Context: an optimization exercise on an open-source flow, tuned for a short achievable clock period and few clock cycles. The choices shown serve that exercise and are no tape-out recipe. The RTL was checked by simulation tests, not by an equivalence proof against the original design. Power is estimated from default activity; no workload was simulated.

Design dpt_rx_engine, start of the top module:
module dpt_rx_engine (
    input  wire        clk,
    input  wire        rst,
    input  wire        in_valid,
    output wire        in_ready,
    input  wire [1:0]  in_op,
    input  wire [31:0] in_data,
    output wire        ram_we,
    output wire [9:0]  ram_waddr,
    output wire [7:0]  ram_wdata,
    output wire [9:0]  ram_raddr,
    input  wire [7:0]  ram_rdata,
    output wire        mem_we,
    output wire [31:0] mem_addr,
    output wire [7:0]  mem_wdata,
    output wire        resp_valid,
    output wire [31:0] resp_value,
    output wire [9:0]  rxq_size,
    output wire [7:0]  idle_count,
    output reg  [31:0] cnt_rx,
    output reg  [31:0] cnt_overrun,
    output reg  [31:0] cnt_buserr
);
Size in the first run: about 1500 flip-flops, about 61000 µm² of cells after synthesis.
Settings: LEC_CHECK=0, ABC_CLOCK_PERIOD_IN_PS=2500, CAP_MARGIN=20, CORE_MARGIN=2, CORE_UTILIZATION=40, CTS_CLUSTER_DIAMETER=80, CTS_CLUSTER_SIZE=20, PLACE_DENSITY=0.6, SETUP_SLACK_MARGIN=5.0, SLEW_MARGIN=20; clock period 8.0 ns.
standard.sh (not shown) runs the stock make flow with config.mk's settings and CLKGATE_MAP_FILE= SYNTH_SCRIPT=/design/flow/synth_recipe.tcl, a recipe that flattens the netlist after the stock synthesis.
==> flow/flow/run.sh <==
#!/bin/bash
# Standard ORFS flow (the standard.sh), with the resizer free to change a
# cell's footprint while it repairs timing, and aiming for more setup slack.
set -o pipefail
bash standard.sh MATCH_CELL_FOOTPRINT=0 SETUP_SLACK_MARGIN=5.5 finish > standard.log 2>&1
Testbench counts at the start, summed over its fixed seeds: cycles 110,598.
Next try:
--- a/flow/design.v
+++ b/flow/design.v
@@ -125,18 +125,19 @@
 );
     localparam [7:0] TERM = 8'h16;
     localparam [1:0] M_SEEK = 2'd0,    
                      M_CAND = 2'd1,    
                      M_DISC = 2'd2;    
     localparam QW = 4;                 
     reg        rdy;
     reg [9:0]  head, tail, size;
     reg [7:0]  idle_cnt;
+    reg [31:0] rx_p1, ovr_p1, err_p1;    
     reg        sem, busy, pend;
     reg [31:0] rx_addr;
     reg        pb_v;
     reg [9:0]  pb_pos;
     reg [7:0]  pb_d;
     reg        pl_v;
     reg [7:0]  pl_d;                 
     reg        pb_16, pb_68, pb_10, pb_a2, pb_dc, pb_e5, pb_ff, pb_lead;
     reg [9:0]  raddr;
@@ -427,35 +428,45 @@
         fp <= fp_next;
     end
     always @(posedge clk) begin
         if (rst) begin
             rdy <= 1'b1;
             head <= 10'd0; tail <= 10'd0; size <= 10'd0;
             idle_cnt <= 8'd0;
             sem <= 1'b0; busy <= 1'b0; pend <= 1'b0; dl <= 1'b0; ew <= 1'b0;
             cnt_rx <= 32'd0; cnt_overrun <= 32'd0; cnt_buserr <= 32'd0;
+            rx_p1 <= 32'd1; ovr_p1 <= 32'd1; err_p1 <= 32'd1;
             pb_v <= 1'b0;
             rf1 <= 1'b0; rf2 <= 1'b0; q_v <= 1'b0; lost <= 1'b0; pl_v <= 1'b0;
             pl_d <= 8'd0; q_d <= 8'd0;
             {pb_16, pb_68, pb_10, pb_a2, pb_dc, pb_e5, pb_ff, pb_lead} <= 8'd0;
             {q_16, q_68, q_10, q_a2, q_dc, q_e5, q_ff, q_lead} <= 8'd0;
             live <= 1'b1; sp <= 10'd0; mb <= 1'b0; s_park <= 1'b0; rd_pend <= 1'b0;
             a_v <= 1'b0; a_mode <= M_SEEK; b_v <= 1'b0; b_mode <= M_SEEK;
             {a_c0, a_n16, a_n68, a_nff} <= 4'd0; {b_c0, b_n16, b_n68, b_nff} <= 4'd0;
             q_rd <= 0; q_uc <= 0; q_wr <= 0; q_stall <= 1'b0; q_tight <= 1'b0;
             ev_mf <= 1'b0; ev_sf <= 1'b0; ev_take <= 1'b0; ev_drop <= 1'b0;
             e2_skip <= 1'b0;
             copying <= 1'b0; c_r <= 1'b0; c_d <= 1'b0; c_b1v <= 1'b0;
             mem_we_r <= 1'b0; resp_v <= 1'b0;
         end else begin
-            if (acc && op_b) cnt_rx <= cnt_rx + 32'd1;
-            if (acc && op_e) cnt_buserr <= cnt_buserr + 32'd1;
-            if (push && full) cnt_overrun <= cnt_overrun + 32'd1;
+            if (acc && op_b) begin
+                cnt_rx <= rx_p1;
+                rx_p1  <= rx_p1 + 32'd1;
+            end
+            if (acc && op_e) begin
+                cnt_buserr <= err_p1;
+                err_p1     <= err_p1 + 32'd1;
+            end
+            if (push && full) begin
+                cnt_overrun <= ovr_p1;
+                ovr_p1      <= ovr_p1 + 32'd1;
+            end
             if (acc && (op_b || op_e)) idle_cnt <= 8'd0;
             else if (acc && op_i && idle_cnt != 8'd255) idle_cnt <= idle_cnt + 8'd1;
             pb_v <= pushed;
             if (pushed) head <= head + 10'd1;
             if (trig_w) sem <= 1'b0;
             else if (acc && (op_e || (op_i && idle_zero))) sem <= 1'b1;
             if (acc && op_r && addr_nz && !busy) busy <= 1'b1;
             live <= live_n;
             sp   <= sp_n;
Effect:
- The changed run went through all stages and came out clean
- wire length grows by a few percent
- sequential cell count grows by 96
- clock-buffer cell count grows by 4
- fmax shrinks slightly
- cell count grows by a little under a tenth
- total power grows by a few percent
- sequential share of layout area hardly moves
- worst hold slack gets better by 14 ps
Testbench counts after the change, summed over its fixed seeds: cycles 110,598.

* * *

Another version of the RTL of dpt_rx_engine (not shown whole).
Size: about 5,000 cells after synthesis, about 1,900 flip-flops, ~260 I/O pins, roughly 78,000 um^2 of cells after synthesis.
## dpt_rx_engine
module dpt_rx_engine (
    input  wire        clk,
    input  wire        rst,
    input  wire        in_valid,
    output wire        in_ready,
    input  wire [1:0]  in_op,
    input  wire [31:0] in_data,
    output wire        ram_we,
    output wire [9:0]  ram_waddr,
    output wire [7:0]  ram_wdata,
    output wire [9:0]  ram_raddr,
    input  wire [7:0]  ram_rdata,
    output wire        mem_we,
    output wire [31:0] mem_addr,
    output wire [7:0]  mem_wdata,
    output wire        resp_valid,
    output wire [31:0] resp_value,
    output wire [9:0]  rxq_size,
    output wire [7:0]  idle_count,
    output reg  [31:0] cnt_rx,
    output reg  [31:0] cnt_overrun,
    output reg  [31:0] cnt_buserr
);
==> flow/config.mk <==
export PLATFORM = sky130hd
export DESIGN_NAME = dpt_rx_engine
export DESIGN_NICKNAME = dpt_rx_engine
export VERILOG_FILES = /design/flow/design.v
export SDC_FILE = /design/flow/constraint.sdc
export NUM_CORES = 4
export LEC_CHECK = 0
export ABC_CLOCK_PERIOD_IN_PS = 2500
export CAP_MARGIN = 20
export CORE_MARGIN = 2
export CORE_UTILIZATION = 40
export PLACE_DENSITY = 0.6
export SETUP_SLACK_MARGIN = 5.0
export SLEW_MARGIN = 20
==> flow/constraint.sdc <==
create_clock -name core_clock -period 8.0 [get_ports {clk}]
set_input_delay 1.6000 -clock core_clock [delete_from_list [all_inputs] [get_ports {clk}]]
set_output_delay 1.6000 -clock core_clock [all_outputs]
set_load 0.01 [all_outputs]
==> flow/flow/run.sh <==
#!/bin/bash
# Standard ORFS flow (the standard.sh), with the resizer free to change a
# cell's footprint while it repairs timing, and aiming for more setup slack.
set -o pipefail
bash standard.sh MATCH_CELL_FOOTPRINT=0 SETUP_SLACK_MARGIN=5.3 finish > standard.log 2>&1
Testbench counts at the start, summed over its fixed seeds: cycles 110,992.
Change:
--- a/flow/design.v
+++ b/flow/design.v
@@ -395,23 +395,23 @@
             fq_tot[q_uc[QW-1:0]] <= sn_tot; fq_tm1[q_uc[QW-1:0]] <= sn_tm1;
         end else if (ev_sf) begin
             fq_p2[q_wr[QW-1:0]] <= ss_p2; fq_p3[q_wr[QW-1:0]] <= ss_p3;
             fq_ep[q_wr[QW-1:0]] <= ss_ep; fq_em1[q_wr[QW-1:0]] <= ss_em1;
             fq_lead[q_wr[QW-1:0]] <= ss_lead; fq_b1[q_wr[QW-1:0]] <= ss_b1;
             fq_tot[q_wr[QW-1:0]] <= ss_tot; fq_tm1[q_wr[QW-1:0]] <= ss_tm1;
         end
         d_ep <= s_ep_d;
         wt_size <= (m_mode != M_CAND) ? 10'd0 : mb ? head - b_cp : head - a_cp;
         mem_addr_r  <= copying ? mem_addr_r + 32'd1 : rx_addr;
         mem_wdata_r <= !copying ? s_lead_d : c_b1v ? c_b1 : ram_rdata;
-        resp_val    <= (acc && op_r && !addr_nz) ? ~in_data :
+        resp_val    <= (acc && op_r && !addr_nz) ? 32'hFFFF_FFFF :
                        {23'd0, copying ? c_tot : s_tot_d};
         if (!copying) begin
             c_tot       <= s_tot_d;
             w_left      <= s_tm1_d;
             c_b1        <= s_b1_d;
             c_end       <= s_end;
             c_ptr       <= s_p3_d;
         end else begin
             if (c_b1v || c_d) w_left <= w_left - 9'd1;
             if (copy_rd) c_ptr <= c_ptr + 10'd1;
         end
Worst setup slack gets worse by 47 ps.
Fmax goes down by 1.5%.
Total power goes down by about 0.7%.
First-iteration DRC count goes up by about 9%.
Global-route usage goes up by 0.46 points.
Clock skew stays flat.
Synthesized cell count goes down by 2.1%.
Via count goes down by about 1.6%.
Routed wire length goes up by 1.2%.
Non-clock buffer count goes up by 12.
Utilization goes up by 0.41 points.
Cell area stays flat.
Register-to-register slack gets worse by 50 ps.
Testbench counts after the change, summed over its fixed seeds: cycles 110,992.

* * *

## P
dpt_rx_engine, a different RTL version from the one above (not shown whole).
Size: roughly 4300 cells after synthesis, ~1400 flip-flops, ~260 I/O pins.
## dpt_rx_engine
module dpt_rx_engine (
    input  wire        clk,
    input  wire        rst,
    input  wire        in_valid,
    output wire        in_ready,
    input  wire [1:0]  in_op,
    input  wire [31:0] in_data,
    output wire        ram_we,
    output wire [9:0]  ram_waddr,
    output wire [7:0]  ram_wdata,
    output wire [9:0]  ram_raddr,
    input  wire [7:0]  ram_rdata,
    output wire        mem_we,
    output wire [31:0] mem_addr,
    output wire [7:0]  mem_wdata,
    output wire        resp_valid,
    output wire [31:0] resp_value,
    output wire [9:0]  rxq_size,
    output wire [7:0]  idle_count,
    output reg  [31:0] cnt_rx,
    output reg  [31:0] cnt_overrun,
    output reg  [31:0] cnt_buserr
);
    localparam [7:0] TERM = 8'h16;
    localparam [1:0] M_SEEK = 2'd0,    
                     M_CAND = 2'd1,    
                     M_DISC = 2'd2;    
    localparam QW = 4;                 
    reg        rdy;
    reg [9:0]  head, tail, size;
    reg [7:0]  idle_cnt;
    reg        sem, busy, pend;
    reg [31:0] rx_addr;
    reg        pb_v;
    reg [9:0]  pb_pos;
    reg [7:0]  pb_d;
    reg        pl_v;
    reg [7:0]  pl_d;                 
    reg        pb_16, pb_68, pb_10, pb_a2, pb_dc, pb_e5, pb_ff, pb_lead;
    reg [9:0]  raddr;
    reg [9:0]  fp;                   
    reg        rf1;                  
    reg        rf2;                  
    reg        lost;                 
    reg        q_v;                  
  ...
==> flow/config.mk <==
export PLATFORM = sky130hd
export DESIGN_NAME = dpt_rx_engine
export DESIGN_NICKNAME = dpt_rx_engine
export VERILOG_FILES = /design/flow/design.v
export SDC_FILE = /design/flow/constraint.sdc
export NUM_CORES = 4
export LEC_CHECK = 0
export ABC_CLOCK_PERIOD_IN_PS = 2500
export CAP_MARGIN = 20
export CORE_MARGIN = 2
export CORE_UTILIZATION = 40
export PLACE_DENSITY = 0.6
export SETUP_SLACK_MARGIN = 5.0
export SLEW_MARGIN = 20
==> flow/constraint.sdc <==
create_clock -name core_clock -period 8.0 [get_ports {clk}]
set_input_delay 1.6000 -clock core_clock [delete_from_list [all_inputs] [get_ports {clk}]]
set_output_delay 1.6000 -clock core_clock [all_outputs]
set_load 0.01 [all_outputs]
==> flow/flow/run.sh <==
#!/bin/bash
# Standard ORFS flow (the standard.sh), with the resizer free to change a
# cell's footprint while it repairs timing, and aiming for more setup slack.
set -o pipefail
bash standard.sh MATCH_CELL_FOOTPRINT=0 SETUP_SLACK_MARGIN=5.5 finish > standard.log 2>&1
Testbench counts of P, summed over its fixed seeds: cycles 110,586.
Relative to P, the following input files were edited for Q:
--- a/flow/design.v
+++ b/flow/design.v
@@ -71,13 +71,12 @@
                                 mode_n = M_DISC;
                             end
                         end
                     end else begin
                         spawn = f16 && !f16v;
                         if (k1) b1_n = b;
-                        if (k2 && t68) ep_n = cp + {1'b0, total} + 10'd1;
                         k1_n = 1'b0; k2_n = k1; k3_n = k2;
                         c0_n  = !rem_unk && r1;
                         n16_n = !rem_unk && (tdc ? r2 : (r2 || rem3));
                         n68_n = t68 && k2;
                         nff_n = 1'b0;
                         bad_n = bad_now;
@@ -153,20 +152,22 @@
     reg        mb;                   
     reg        s_park;               
     reg [9:0]  s_rp;                 
     reg        a_v;
     reg [1:0]  a_mode;
     reg [9:0]  a_cp, a_ep, a_f16p;
+    reg [9:0]  a_ep68;               
     reg [7:0]  a_lead, a_b1;
     reg        a_t68, a_tdc, a_te5;
     reg [8:0]  a_total, a_rem;
     reg        a_r0, a_r1, a_r2, a_rem_unk, a_k1, a_k2, a_k3, a_bad, a_f16v;
     reg        a_c0, a_n16, a_n68, a_nff;
     reg        b_v;
     reg [1:0]  b_mode;
     reg [9:0]  b_cp, b_ep, b_f16p;
+    reg [9:0]  b_ep68;
     reg [7:0]  b_lead, b_b1;
     reg        b_t68, b_tdc, b_te5;
     reg [8:0]  b_total, b_rem;
     reg        b_r0, b_r1, b_r2, b_rem_unk, b_k1, b_k2, b_k3, b_bad, b_f16v;
     reg        b_c0, b_n16, b_n68, b_nff;
     reg [9:0]  fq_p2   [0:(1<<QW)-1];
@@ -285,13 +286,15 @@
     wire       m_spawn = mb ? b_spawn : a_spawn;
     wire       n_found = mb ? a_found : b_found;
     wire       n_fail  = mb ? a_fail  : b_fail;
     wire       n_back  = mb ? a_back  : b_back;
     wire [1:0] m_mode  = mb ? b_mode  : a_mode;
     wire [9:0] m_cp    = mb ? b_cp    : a_cp;
-    wire [9:0] m_ep    = mb ? b_ep    : a_ep;
+    wire [9:0] a_epx   = a_t68 ? a_ep68 : a_ep;
+    wire [9:0] b_epx   = b_t68 ? b_ep68 : b_ep;
+    wire [9:0] m_ep    = mb ? b_epx   : a_epx;
     wire [9:0] m_f16p  = mb ? b_f16p  : a_f16p;
     wire [7:0] m_lead  = mb ? b_lead  : a_lead;
     wire [7:0] m_b1    = mb ? b_b1    : a_b1;
     wire [8:0] m_total = mb ? b_total : a_total;
     wire       m_r0    = mb ? b_r0    : a_r0;
     wire       m_c0    = mb ? b_c0    : a_c0;
@@ -382,14 +385,16 @@
             b_t68 <= bn_t68; b_tdc <= bn_tdc; b_te5 <= bn_te5; b_total <= bn_total;
             b_rem <= bn_rem; b_r0 <= bn_r0; b_r1 <= bn_r1; b_r2 <= bn_r2;
             b_rem_unk <= bn_rem_unk; b_k1 <= bn_k1; b_k2 <= bn_k2; b_k3 <= bn_k3;
             b_bad <= bn_bad; b_f16v <= bn_f16v; b_f16p <= bn_f16p;
         end
         sn_p2 <= m_cp + 10'd2; sn_ep <= m_ep;
+        a_ep68 <= a_cp + {1'b0, a_total} + 10'd1;
+        b_ep68 <= b_cp + {1'b0, b_total} + 10'd1;
         sn_lead <= m_lead; sn_b1 <= m_b1; sn_tot <= m_total; sn_t1 <= m_te5;
-        ss_p2 <= (mb ? a_cp : b_cp) + 10'd2; ss_ep <= mb ? a_ep : b_ep;
+        ss_p2 <= (mb ? a_cp : b_cp) + 10'd2; ss_ep <= mb ? a_epx : b_epx;
         ss_lead <= mb ? a_lead : b_lead; ss_b1 <= mb ? a_b1 : b_b1;
         ss_tot <= mb ? a_total : b_total; ss_t1 <= mb ? a_te5 : b_te5;
         if (ev_mf) begin
             fq_p2[q_uc[QW-1:0]] <= sn_p2; fq_ep[q_uc[QW-1:0]] <= sn_ep;
             fq_lead[q_uc[QW-1:0]] <= sn_lead; fq_b1[q_uc[QW-1:0]] <= sn_b1;
             fq_tot[q_uc[QW-1:0]] <= sn_tot; fq_t1[q_uc[QW-1:0]] <= sn_t1;
Results
Taking P as the reference, in Q core utilization shrank by 0.85 points, detailed placer's ending HPWL grew by 5.5%, final weighted congestion of routability-driven global placement grew by 0.046, sequential share of layout area grew by 0.60 points, number of multi-input combinational cells grew by 58.
In Q, the wire length of the first global-routing pass came out 3.1% above the value in P.
P → Q: non-filler instance count after layout increased 0.98%; number of standard-cell rows in the floorplan went up; well-tap cell count rose by 0.69%.
Part of the cycle the worst path needs for Q: 0.28 points down relative to P
Cmp P and Q / layout buffering overhead excluding clock cells / lower: Q
| amount of wire on met2 after detailed routing | lower: P |
Met3 track utilization from global routing: P and Q compared, higher one is Q
Cmp Q vs P: headroom to the max-slew limit lower in Q
Testbench counts of Q, summed over its fixed seeds: cycles 110,586.

port drivers added, routing unchanged:
Ports are ideal in the flow. The routed layouts listed here were re-timed in OpenROAD.
Step 1 assumes that a clkbuf_16 drives the clock port and a buf_2 every other input.
Step 2 also shifts input and output timing later by t, the mid clock arrival at the registers, as if the neighbouring blocks saw the same clock.
a / b / c = ideal ports / drivers / drivers and shift; a / b = the first two.
run | t (ns) | setup WS [ns] | clock arrival spread, ns
the first run of note 1 | 0.788 | 5.118 / 5.093 / 4.310 | 0.037 / 0.036
the second run of note 1 | 0.804 | 5.104 / 5.021 / 4.354 | 0.063 / 0.062
the first run of note 2 | 0.935 | 4.888 / 4.888 / 4.306 | 0.066 / 0.066
the second run of note 2 | 0.930 | 4.841 / 4.814 / 4.165 | 0.062 / 0.061
P | 0.871 | 5.048 / 4.964 / 4.351 | 0.037 / 0.037
Q | 0.867 | 5.070 / 4.993 / 4.313 | 0.058 / 0.058
After both steps setup and hold are still met in every run listed. The setup slack of the first run of note 1, which loses most, moves by -0.025 ns with the drivers and by -0.808 ns with both steps.
